What follows belongs to an exercise in optimizing a design on an open flow for small area; a production flow would make more cautious choices. For this run, only the layout was checked, not whether the RTL still works. Power figures rest on the tool's default switching activity, not on a simulated workload.

<file path="config.mk">
export PLATFORM = sky130hd
export DESIGN_NAME = rccap
export DESIGN_NICKNAME = rccap
export VERILOG_FILES = /design/flow/design.v
export SDC_FILE = /design/flow/constraint.sdc
export NUM_CORES = 4
export LEC_CHECK = 0
export CAP_MARGIN = 20
export CORE_MARGIN = 2
export CORE_UTILIZATION = 40
export SLEW_MARGIN = 20
</file>
<file path="constraint.sdc">
create_clock -name core_clock -period 100.0 [get_ports {clk}]
set_input_delay 20.0000 -clock core_clock [delete_from_list [all_inputs] [get_ports {clk}]]
set_output_delay 20.0000 -clock core_clock [all_outputs]
set_load 0.01 [all_outputs]
</file>
<file path="design.v">
module rccap_parse #(
  parameter CAP = 16
) (
  input  wire [CAP*8-1:0] line,       
  input  wire [4:0]       len,        
  output reg  [1:0]       kind,       
  output reg  [31:0]      dev         
);
  localparam K_DEV  = 2'd0;
  localparam K_STOP = 2'd1;
  localparam K_UNR  = 2'd2;
  function automatic is_ws(input [7:0] c);
    is_ws = (c == 8'h20) || (c >= 8'h09 && c <= 8'h0D);
  endfunction
  integer i;
  reg  [7:0]  c;
  reg  [4:0]  first_nws, last_nws;
  reg         any_nws;
  reg  [4:0]  k;
  reg  [7:0]  first_c;
  reg         colon_ok, bad, any_dig, neg, ovf;
  reg  [31:0] val;
  reg  [35:0] nv;
  always @* begin
    any_nws   = 1'b0;
    first_nws = 5'd0;
    last_nws  = 5'd0;
    for (i = 0; i < CAP; i = i + 1) begin
      c = line[8*i +: 8];
      if (i < len && !is_ws(c)) begin
        if (!any_nws) first_nws = i[4:0];
        last_nws = i[4:0];
        any_nws  = 1'b1;
      end
    end
    k        = 5'd0;
    first_c  = 8'h00;
    colon_ok = 1'b0;
    bad      = 1'b0;
    any_dig  = 1'b0;
    neg      = 1'b0;
    ovf      = 1'b0;
    val      = 32'd0;
    nv       = 36'd0;
    for (i = 0; i < CAP; i = i + 1) begin
      c = line[8*i +: 8];
      if (any_nws && i >= first_nws && i <= last_nws) begin
        if (k == 5'd0) begin
          first_c = c;
        end else if (k == 5'd1) begin
          colon_ok = (c == 8'h3A);
        end else if (k == 5'd2 && (c == 8'h2D || c == 8'h2B)) begin
          neg = (c == 8'h2D);
        end else if (c >= 8'h30 && c <= 8'h39) begin
          any_dig = 1'b1;
          if (!ovf) begin
            nv = {4'd0, val} * 36'd10 + {32'd0, c[3:0]};
            if (nv > 36'h080000000) ovf = 1'b1;
            else val = nv[31:0];
          end
        end else begin
          bad = 1'b1;
        end
        k = k + 5'd1;
      end
    end
    kind = K_UNR;
    dev  = 32'd0;
    if (k == 5'd1 && (first_c == 8'h53 || first_c == 8'h4E)) begin
      kind = K_STOP;
    end else if (first_c == 8'h44 && colon_ok && any_dig && !bad && !ovf) begin
      if (neg) begin
        kind = K_DEV;
        dev  = -val;
      end else if (!val[31]) begin
        kind = K_DEV;
        dev  = val;
      end
    end
  end
endmodule
module rccap_devmap (
  input  wire [31:0] dev,          
  output reg         issue,        
  output reg  [31:0] steer,
  output reg  [31:0] throttle
);
  wire signed [31:0] d = dev;
  reg  signed [31:0] prop;
  always @* begin
    prop     = 32'sd1500 - 32'sd40 * d;
    issue    = 1'b1;
    steer    = 32'd1500;
    throttle = 32'd1500;
    if (d == 32'sd0) begin
      issue = 1'b0;
    end else if (d > -32'sd40 && d < 32'sd40) begin
      if (prop < 32'sd1400)      steer = 32'd1400;
      else if (prop > 32'sd1600) steer = 32'd1600;
      else                       steer = prop;
      throttle = 32'd1560;
    end else if (d >= 32'sd40 && d < 32'sd80) begin
      steer = 32'd1000; throttle = 32'd1550;
    end else if (d <= -32'sd40 && d > -32'sd80) begin
      steer = 32'd2000; throttle = 32'd1550;
    end else if (d >= 32'sd80 && d < 32'sd100) begin
      steer = 32'd1800; throttle = 32'd1440;
    end else if (d <= -32'sd80 && d > -32'sd100) begin
      steer = 32'd1200; throttle = 32'd1440;
    end else if (d >= 32'sd100) begin
      steer = 32'd1800; throttle = 32'd1430;
    end else begin
      steer = 32'd1200; throttle = 32'd1430;
    end
  end
endmodule
module rccap (
  input  wire        clk,
  input  wire        rst,           
  input  wire        op_valid,
  input  wire [47:0] op,            
  output reg         res_valid,
  output reg  [31:0] res_a,
  output reg  [31:0] res_b,
  output reg         refused,
  output wire [31:0] act_steer,
  output wire [31:0] act_thr,
  output wire        mode_auto,
  output wire [2:0]  seq_phase,
  output wire        line_complete,
  output wire        ind_l,
  output wire        ind_r,
  output wire        bcn_r,
  output wire        bcn_b,
  output wire        bcn_3,
  output wire        srn_on,
  output wire [9:0]  srn_freq
);
  localparam [7:0] OP_TICK  = 8'h01, OP_RISE  = 8'h02, OP_FALL  = 8'h03,
                   OP_READ  = 8'h04, OP_MODE  = 8'h05, OP_MANT  = 8'h06,
                   OP_MANS  = 8'h07, OP_MAPDEV= 8'h08, OP_MAPSTOP = 8'h09,
                   OP_MAPUNR= 8'h0A, OP_MAPNONE = 8'h0B, OP_ACTWR = 8'h0C,
                   OP_FRAME = 8'h0D, OP_STEP  = 8'h0E, OP_RESET = 8'h0F,
                   OP_BYTE  = 8'h10, OP_TAKE  = 8'h11, OP_IND   = 8'h12,
                   OP_BCN   = 8'h13, OP_SRN   = 8'h14;
  localparam [7:0] OP_NOP   = 8'h00;    
  localparam [31:0] NEUTRAL    = 32'd1500;
  localparam [31:0] MODE_THR   = 32'd1500;
  localparam [31:0] THR_LO     = 32'd1440;
  localparam [31:0] THR_HI     = 32'd1560;
  localparam [31:0] STEER_LO   = 32'd1000;
  localparam [31:0] STEER_HI   = 32'd2000;
  localparam [31:0] STOP_THR   = 32'd1440;
  localparam [31:0] BEACON_THR = 32'd1600;
  localparam [31:0] SIREN_THR  = 32'd1500;
  localparam [31:0] T_BLINK    = 32'd200000;
  localparam [31:0] T_BEACON   = 32'd300000;
  localparam [31:0] T_SIREN    = 32'd5000;
  localparam        BUF_CAP    = 16;
  localparam [1:0] IND_KEEP = 2'd0, IND_OFF = 2'd1, IND_RUN = 2'd2;
  reg [31:0] now;
  reg [31:0] start [0:4];
  reg [4:0]  armed;
  reg [31:0] width [0:4];
  reg        mode;
  reg [31:0] cmd_steer, cmd_thr;
  reg        cmd_issue;
  reg [1:0]  cmd_ind;
  reg [31:0] act0, act1;
  reg [2:0]  seq;
  reg [7:0]  buf_mem [0:BUF_CAP-1];
  reg [4:0]  buf_len;
  reg        complete;
  reg        ind_inhibit, ind_l_q, ind_r_q;
  reg [31:0] t_l, t_r, t_b, t_s;
  reg        bcn_phase, bcn_r_q, bcn_b_q, bcn_3_q;
  reg        srn_on_q, srn_dir;
  reg [9:0]  srn_f;
  wire [7:0]  opc = op[47:40];
  wire [7:0]  arg = op[39:32];
  wire [31:0] imm = op[31:0];
  wire [2:0]  ch  = arg[2:0];
  reg well_formed;
  always @* begin
    case (opc)
      OP_TICK, OP_MAPDEV:           well_formed = (arg == 8'd0);
      OP_RISE, OP_FALL, OP_READ:    well_formed = (arg <= 8'd4) && (imm == 32'd0);
      OP_BYTE:                      well_formed = (arg == 8'd0) && (imm[31:8] == 24'd0);
      OP_MODE, OP_MANT, OP_MANS, OP_MAPSTOP, OP_MAPUNR, OP_MAPNONE,
      OP_ACTWR, OP_FRAME, OP_STEP, OP_RESET,
      OP_TAKE, OP_IND, OP_BCN, OP_SRN:
                                    well_formed = (arg == 8'd0) && (imm == 32'd0);
      default:                      well_formed = 1'b0;
    endcase
  end
  reg [7:0] eop;
  always @* begin
    eop = opc;
    if (opc == OP_STEP) begin
      case (seq)
        3'd0:    eop = OP_MODE;
        3'd1:    eop = mode ? OP_TAKE : OP_MANT;
        3'd2:    eop = mode ? OP_NOP  : OP_MANS;
        3'd3:    eop = OP_ACTWR;
        3'd4:    eop = OP_IND;
        3'd5:    eop = OP_BCN;
        default: eop = OP_SRN;
      endcase
    end
  end
  wire do_op = op_valid && well_formed;
  wire [31:0] w0 = width[0];
  wire [31:0] w1 = width[1];
  wire [31:0] w2 = width[2];
  wire [31:0] w3 = width[3];
  wire [31:0] w4 = width[4];
  wire [31:0] man_thr   = (w1 < THR_LO)   ? THR_LO   : (w1 > THR_HI)   ? THR_HI   : w1;
  wire [31:0] man_steer = (w0 < STEER_LO) ? STEER_LO : (w0 > STEER_HI) ? STEER_HI : w0;
  wire [BUF_CAP*8-1:0] line_flat;
  genvar g;
  generate
    for (g = 0; g < BUF_CAP; g = g + 1) begin : g_flat
      assign line_flat[8*g +: 8] = buf_mem[g];
    end
  endgenerate
  wire [1:0]  p_kind;
  wire [31:0] p_dev;
  rccap_parse #(.CAP(BUF_CAP)) u_parse (
    .line (line_flat),
    .len  (buf_len),
    .kind (p_kind),
    .dev  (p_dev)
  );
  wire [31:0] dm_in = (eop == OP_TAKE) ? p_dev : imm;
  wire        dm_issue;
  wire [31:0] dm_steer, dm_thr;
  rccap_devmap u_devmap (
    .dev      (dm_in),
    .issue    (dm_issue),
    .steer    (dm_steer),
    .throttle (dm_thr)
  );
  wire rev   = act1 < 32'd1500;
  wire left  = !rev && act0 < 32'd1450;
  wire right = !rev && act0 > 32'd1550;
  wire [31:0] el_l = now - t_l;
  wire [31:0] el_r = now - t_r;
  wire [31:0] el_b = now - t_b;
  wire [31:0] el_s = now - t_s;
  integer n;
  always @(posedge clk) begin
    res_valid <= 1'b0;
    refused   <= 1'b0;
    if (rst || (do_op && opc == OP_RESET)) begin
      now <= 32'd0;
      for (n = 0; n < 5; n = n + 1) begin
        start[n] <= 32'd0;
        width[n] <= NEUTRAL;
      end
      armed       <= 5'd0;
      mode        <= 1'b0;
      cmd_steer   <= NEUTRAL;
      cmd_thr     <= NEUTRAL;
      cmd_issue   <= 1'b0;
      cmd_ind     <= IND_KEEP;
      act0        <= NEUTRAL;
      act1        <= NEUTRAL;
      seq         <= 3'd0;
      buf_len     <= 5'd0;
      complete    <= 1'b0;
      ind_inhibit <= 1'b0;
      ind_l_q     <= 1'b0;
      ind_r_q     <= 1'b0;
      t_l         <= 32'd0;
      t_r         <= 32'd0;
      t_b         <= 32'd0;
      t_s         <= 32'd0;
      bcn_phase   <= 1'b0;
      bcn_r_q     <= 1'b0;
      bcn_b_q     <= 1'b0;
      bcn_3_q     <= 1'b0;
      srn_on_q    <= 1'b0;
      srn_dir     <= 1'b0;
      srn_f       <= 10'd500;
      res_a       <= 32'd0;
      res_b       <= 32'd0;
    end else if (op_valid && !well_formed) begin
      refused <= 1'b1;
    end else if (do_op) begin
      if (opc == OP_STEP)
        seq <= (seq == 3'd6) ? 3'd0 : seq + 3'd1;
      case (eop)
        OP_TICK: now <= now + imm;
        OP_RISE: begin
          start[ch]  <= now;
          armed[ch]  <= 1'b1;
        end
        OP_FALL: begin
          if (armed[ch]) begin
            width[ch] <= now - start[ch];
            armed[ch] <= 1'b0;
          end
        end
        OP_READ: begin
          res_valid <= 1'b1;
          res_a     <= width[ch];
          res_b     <= 32'd0;
        end
        OP_MODE: mode <= (w2 > MODE_THR);
        OP_MANT: begin
          cmd_thr   <= man_thr;
          cmd_issue <= 1'b1;
          cmd_ind   <= IND_RUN;
        end
        OP_MANS: begin
          cmd_steer <= man_steer;
          cmd_issue <= 1'b1;
          cmd_ind   <= IND_RUN;
        end
        OP_MAPDEV: begin
          if (dm_issue) begin
            cmd_steer <= dm_steer;
            cmd_thr   <= dm_thr;
            cmd_issue <= 1'b1;
            cmd_ind   <= IND_RUN;
          end else begin
            cmd_issue <= 1'b0;
            cmd_ind   <= IND_KEEP;
          end
        end
        OP_MAPSTOP: begin
          cmd_steer <= NEUTRAL;
          cmd_thr   <= STOP_THR;
          cmd_issue <= 1'b1;
          cmd_ind   <= IND_OFF;
        end
        OP_MAPUNR: begin
          cmd_issue <= 1'b0;
          cmd_ind   <= IND_OFF;
        end
        OP_MAPNONE: begin
          cmd_issue <= 1'b0;
          cmd_ind   <= IND_KEEP;
        end
        OP_ACTWR: begin
          if (cmd_issue) begin
            act0 <= cmd_steer;
            act1 <= cmd_thr;
          end
          if (cmd_ind == IND_OFF) ind_inhibit <= 1'b1;
          if (cmd_ind == IND_RUN) ind_inhibit <= 1'b0;
        end
        OP_FRAME: begin
          res_valid <= 1'b1;
          res_a     <= act0;
          res_b     <= act1;
        end
        OP_BYTE: begin
          if (imm[7:0] == 8'h0A) begin
            complete <= 1'b1;
          end else if (buf_len < BUF_CAP) begin
            buf_mem[buf_len[3:0]] <= imm[7:0];
            buf_len <= buf_len + 5'd1;
          end
        end
        OP_TAKE: begin
          res_valid <= 1'b1;
          res_b     <= 32'd0;
          if (complete) begin
            res_a    <= 32'd1;
            buf_len  <= 5'd0;
            complete <= 1'b0;
            case (p_kind)
              2'd0: begin                        
                if (dm_issue) begin
                  cmd_steer <= dm_steer;
                  cmd_thr   <= dm_thr;
                  cmd_issue <= 1'b1;
                  cmd_ind   <= IND_RUN;
                end else begin
                  cmd_issue <= 1'b0;
                  cmd_ind   <= IND_KEEP;
                end
              end
              2'd1: begin                        
                cmd_steer <= NEUTRAL;
                cmd_thr   <= STOP_THR;
                cmd_issue <= 1'b1;
                cmd_ind   <= IND_OFF;
              end
              default: begin                     
                cmd_issue <= 1'b0;
                cmd_ind   <= IND_OFF;
              end
            endcase
          end else begin                         
            res_a     <= 32'd0;
            cmd_issue <= 1'b0;
            cmd_ind   <= IND_KEEP;
          end
        end
        OP_IND: begin
          if (ind_inhibit) begin
            ind_l_q <= 1'b0;
            ind_r_q <= 1'b0;
          end else if (rev) begin
            ind_l_q <= 1'b1;
            ind_r_q <= 1'b1;
          end else if (left) begin
            ind_r_q <= 1'b0;
            if (el_l >= T_BLINK) begin
              ind_l_q <= !ind_l_q;
              t_l     <= now;
            end
          end else if (right) begin
            ind_l_q <= 1'b0;
            if (el_r >= T_BLINK) begin
              ind_r_q <= !ind_r_q;
              t_r     <= now;
            end
          end else begin
            ind_l_q <= 1'b0;
            ind_r_q <= 1'b0;
          end
        end
        OP_BCN: begin
          if (w3 > BEACON_THR) begin
            if (el_b >= T_BEACON) begin
              bcn_phase <= !bcn_phase;
              t_b       <= now;
              bcn_r_q   <= bcn_phase;
              bcn_b_q   <= !bcn_phase;
            end else begin
              bcn_r_q   <= !bcn_phase;
              bcn_b_q   <= bcn_phase;
            end
          end else begin
            bcn_r_q <= 1'b0;
            bcn_b_q <= 1'b0;
          end
          bcn_3_q <= 1'b0;
        end
        OP_SRN: begin
          if (w4 > SIREN_THR) begin
            srn_on_q <= 1'b1;
            if (el_s >= T_SIREN) begin
              t_s <= now;
              if (!srn_dir) begin
                srn_f <= srn_f + 10'd10;
                if (srn_f + 10'd10 >= 10'd1000) srn_dir <= 1'b1;
              end else begin
                srn_f <= srn_f - 10'd10;
                if (srn_f - 10'd10 <= 10'd500) srn_dir <= 1'b0;
              end
            end
          end else begin
            srn_on_q <= 1'b0;
          end
        end
        default: ;                               
      endcase
    end
  end
  assign act_steer     = act0;
  assign act_thr       = act1;
  assign mode_auto     = mode;
  assign seq_phase     = seq;
  assign line_complete = complete;
  assign ind_l         = ind_l_q;
  assign ind_r         = ind_r_q;
  assign bcn_r         = bcn_r_q;
  assign bcn_b         = bcn_b_q;
  assign bcn_3         = bcn_3_q;
  assign srn_on        = srn_on_q;
  assign srn_freq      = srn_f;
endmodule
</file>
<file path="run.sh">
#!/bin/bash
# synth_recipe.tcl (not shown) runs the flow's synth.tcl, then flattens the netlist and writes it again
# the make line also repeats each setting of config.mk as NAME=value (left out here)
make -C /OpenROAD-flow-scripts/flow DESIGN_CONFIG=/design/flow/config.mk WORK_HOME=/design/flow/orfs CLKGATE_MAP_FILE= SYNTH_SCRIPT=/design/flow/synth_recipe.tcl finish
</file>
==> flow_summary.json <==
{
  "dr.first_iter.drc_count": 8643,
  "grt_pass1_wl_um": 489000,
  "post-place-ws_ps": 21540,
  "setup_viol": 0,
  "combinationalPowerShare_pct": 7.4,
  "core_mm2": 0.233,
  "synth.cell_area_mm2": 0.0937,
  "row_count": 177,
  "clk_latency_ps": 800,
  "finalHoldViolCount": 0,
  "slew_headroom_pct": 18.7,
  "hold_buffers": 0,
  "status": "timing/DRC/antenna clean",
  "hold_start": "cmd_steer[11]$_SDFFE_PP0P_",
  "min_period_over_period_pct": 79.4,
  "cts_tree": "built",
  "max_freq_ghz": 0.0126,
  "drc": 0,
  "worst_ep_arrival_time_ps": 80070,
  "fin_setup_tns_ps": 0,
  "synth_edf_count": 640,
  "async_flop_share_pct": 0,
  "antenna_found_initial": 6,
  "grt_overflow": 0,
  "die_h_um": 488,
  "grt_max_degree": 98,
  "clk_pin_slew_ps": 60,
  "finalInstanceArea_mm2": 0.104,
  "cp_slowest_stage_delay_ps": 770,
  "synthCells": 10956,
  "place_inst": 14133,
  "nets": 12128,
  "numCtsBuffers": 109,
  "drt-pass1-iter-count": 7,
  "vias_per_cell": 6.01,
  "post_cts_buffers": 0,
  "crit_required_ps": 100700,
  "report.final.slew_viol_count": 0,
  "setup_slack_ps": 20630,
  "power.share.switching_pct": 25.0,
  "synth_top_area_share_pct": 20.5,
  "synth_top_area_cell": "edfxtp_1",
  "critical_path.max_fanout": 38,
  "clock_sinks": 1029,
  "synth_area_leaders": "edfxtp_1 (21%), ha_1 (12%), dfxtp_1 (8.3%)",
  "die_x_um": 488,
  "dp_hpwl_um": 246000,
  "hold_class": "reg2reg",
  "cap_violations": 0,
  "drive_gt1_share_pct": 6.79,
  "cellPowerDensity_mw_per_mm2": 9.46,
  "track_usage_pct": 26.1,
  "netlist_top_cells_count": "nor2_1 (1057), ha_1 (931), nand2_1 (847)",
  "cp_common_cell": "a21oi_1",
  "ys_seq_area_share_pct": 28.8,
  "clock_path_buffers": 3,
  "synth_cell_types": 125,
  "fin_skew_ps": 86.1,
  "final_cells": 14342,
  "reg2reg_from": "buf_mem[9][4]$_DFFE_PP_",
  "drt_wl_total_um": 322000,
  "area_growth_syn_to_layout_pct": 10.7,
  "gp_congestion": 0.939,
  "totalPowerFinal_uw": 981,
  "postCtsResizedCells": 0,
  "criticalPathCategory": "reg2reg",
  "vias": 86190,
  "rsz0062_at_grt": "no",
  "fin_crit_ps": 79370,
  "h-tree-depth": 3,
  "io_pins": 202,
  "peakVddDrop_mv": 0.0156,
  "initial_core_util_pct": 40.3,
  "synth_most_common_cell": "nor2_1",
  "ys_warn_count": 3,
  "post_dp_cell_area_mm2": 0.0997,
  "ys_ff_latch": 1029,
  "cp-start-kind": "flip-flop",
  "first_global_vias": 81335,
  "die_area_mm2": 0.238,
  "root_buffer": "clkbuf_16",
  "synth_area_per_cell_um2": 8.55,
  "seqPwrFrac_pct": 47.2,
  "worst_slew_pin_slew_ps": 1210,
  "cp-end-kind": "flip-flop",
  "p_leak_nw": 41.7,
  "drtAntennaViolNets": 0,
  "cp_slowest_cell": "nor4_1",
  "synth_ff_type": "edfxtp_1",
  "clock_power_share_pct": 45.4,
  "wl_per_cell_um": 22.5,
  "p_int_uw": 736,
  "ff2ff_setup_slack_ps": 20630,
  "setup.worst_path.start": "buf_mem[9][4]$_DFFE_PP_",
  "p_sw_uw": 245,
  "numPortBuffers": 199
}
placed cells by master (no fill, tap or decap), types with 83 or more instances in the layout:
cell type / count
nor2_1: 1049
ha_1: 931
nand2_1: 845
edfxtp_1: 640
inv_1: 636
a21oi_1: 632
xnor2_1: 468
o21ai_0: 467
dfxtp_1: 389
nor3_1: 329
nand3_1: 305
and2_1: 259
mux2i_1: 258
xor2_1: 253
a22oi_1: 240
mux2_2: 208
clkdlybuf4s50_1: 199
a21o_1: 196
buf_4: 159
nand4_1: 152
nor4_1: 147
nand2b_1: 138
and3_1: 126
clkbuf_16: 112
o21a_1: 109
o21bai_1: 106
conb_1: 103
nor2b_1: 102
o211ai_1: 92
a21boi_0: 84
or3_1: 83
a211oi_1: 83
layer usage:
metal  global-route usage, %  up-vias  wire, um  share of wire (%)
met5                   0.143        -        39              0.012
met4                    6.90        2      8860                2.7
met3                    3.39      451     25100                7.8
met2                    40.1     3388    139000                 43
met1                    38.1    41618    149000                 46
li1                        -    40731         -                  -
registers in the layout, indices dropped and copies added, names as in the netlist, 2 cells and up, named ones only:
register / count
t_b: 32
buf_len: 5
cmd_ind: 2
t_r: 32
now: 32
width: 256
act0: 32
res_a: 32
srn_f: 9
res_b: 32
start: 256
buf_mem: 128
t_l: 32
seq: 3
t_s: 32
cmd_thr: 32
act1: 32
cmd_steer: 32
critical path: cells and delay by family, from the launching register on:
family | cells | cell delay (ps)
muxes | 4 | 1700
AOI/OAI and AO/OA | 123 | 30600
DFF | 1 | 450
xor gates and xnor gates | 18 | 3610
buffers and inverters | 16 | 3260
and+or+nand+nor | 89 | 27630
adders and majority gates | 37 | 11820
layout make-up:
class	instances	area, um2
multi-input cells	8970	63200
fillers	22677	129000
repair buffers	359	3190
diodes	1	2.50
clock buffers	147	3090
well taps	3132	3920
flip-flops and latches	1029	27000
inverters	644	2420
clock inverters	60	822
metrics by stage:
stage | util, % | hold WS, ps
2_1_floorplan | - | 415
3_3_place_gp | 42.8 | 431
3_5_place_dp | 42.8 | 433
4_1_cts | 44.5 | 427
5_1_grt | 44.5 | 458
6_report | 44.5 | 434
worst paths after layout:
| path | endpoint | cells after the start |
|---|---|---|
| setup / recovery | cmd_steer[12]$_SDFFE_PP0P_ | 287 |
| hold / removal | act0[11]$_SDFFE_PP0P_ | 2 |
| setup reg to reg | cmd_steer[12]$_SDFFE_PP0P_ | 287 |
| hold reg to reg | act0[11]$_SDFFE_PP0P_ | 2 |
power by group through the flow:
stage | sequential (mW) | clock, mW | combinational, mW
6_report | 0.463 | 0.446 | 0.0723
5_1_grt | 0.463 | 0.467 | 0.0772
4_1_cts | 0.463 | 0.452 | 0.0704
3_5_place_dp | 0.472 | 0 | 0.0700
3_3_place_gp | 0.472 | 0 | 0.0695
2_1_floorplan | 0.471 | 0 | 0.0419
kinds of logic (layout without fill, tap and decap cells):
family,after synthesis,after routing,share of synthesized area (%)
flops,1029,1029,28.8
other cells,1,104,0.00400
simple gates,4006,4006,21.8
mux,474,474,5.43
buf+inv,1059,1210,4.41
compound gates,2691,2691,19.5
xor+xnor,731,731,6.96
fa+ha+maj,965,965,13.1

separate check: timing with driven ports:
No port has a modelled driver above. Below, the same layout with a new extraction and two added sets of constraints.
Step 1: set_driving_cell puts a clkbuf_16 on clk and a buf_2 on each other input, an assumption about the parent block.
Step 2, shift: input delay + t, output delay - t, t = (earliest + latest rising clock arrival at the registers) / 2. This alone moves slack from input paths to output paths.
a / b / c = no drivers / after step 1 / after step 2; a / b = the first two.
shift t [ns]: 0.851
setup slack, ns: 20.630 / 20.630 / 20.630
clock arrival spread, ns: 0.089 / 0.088
After both steps this run still meets setup and hold. The setup slack of this run moves by 0.000 ns with the drivers and by 0.000 ns with both steps.
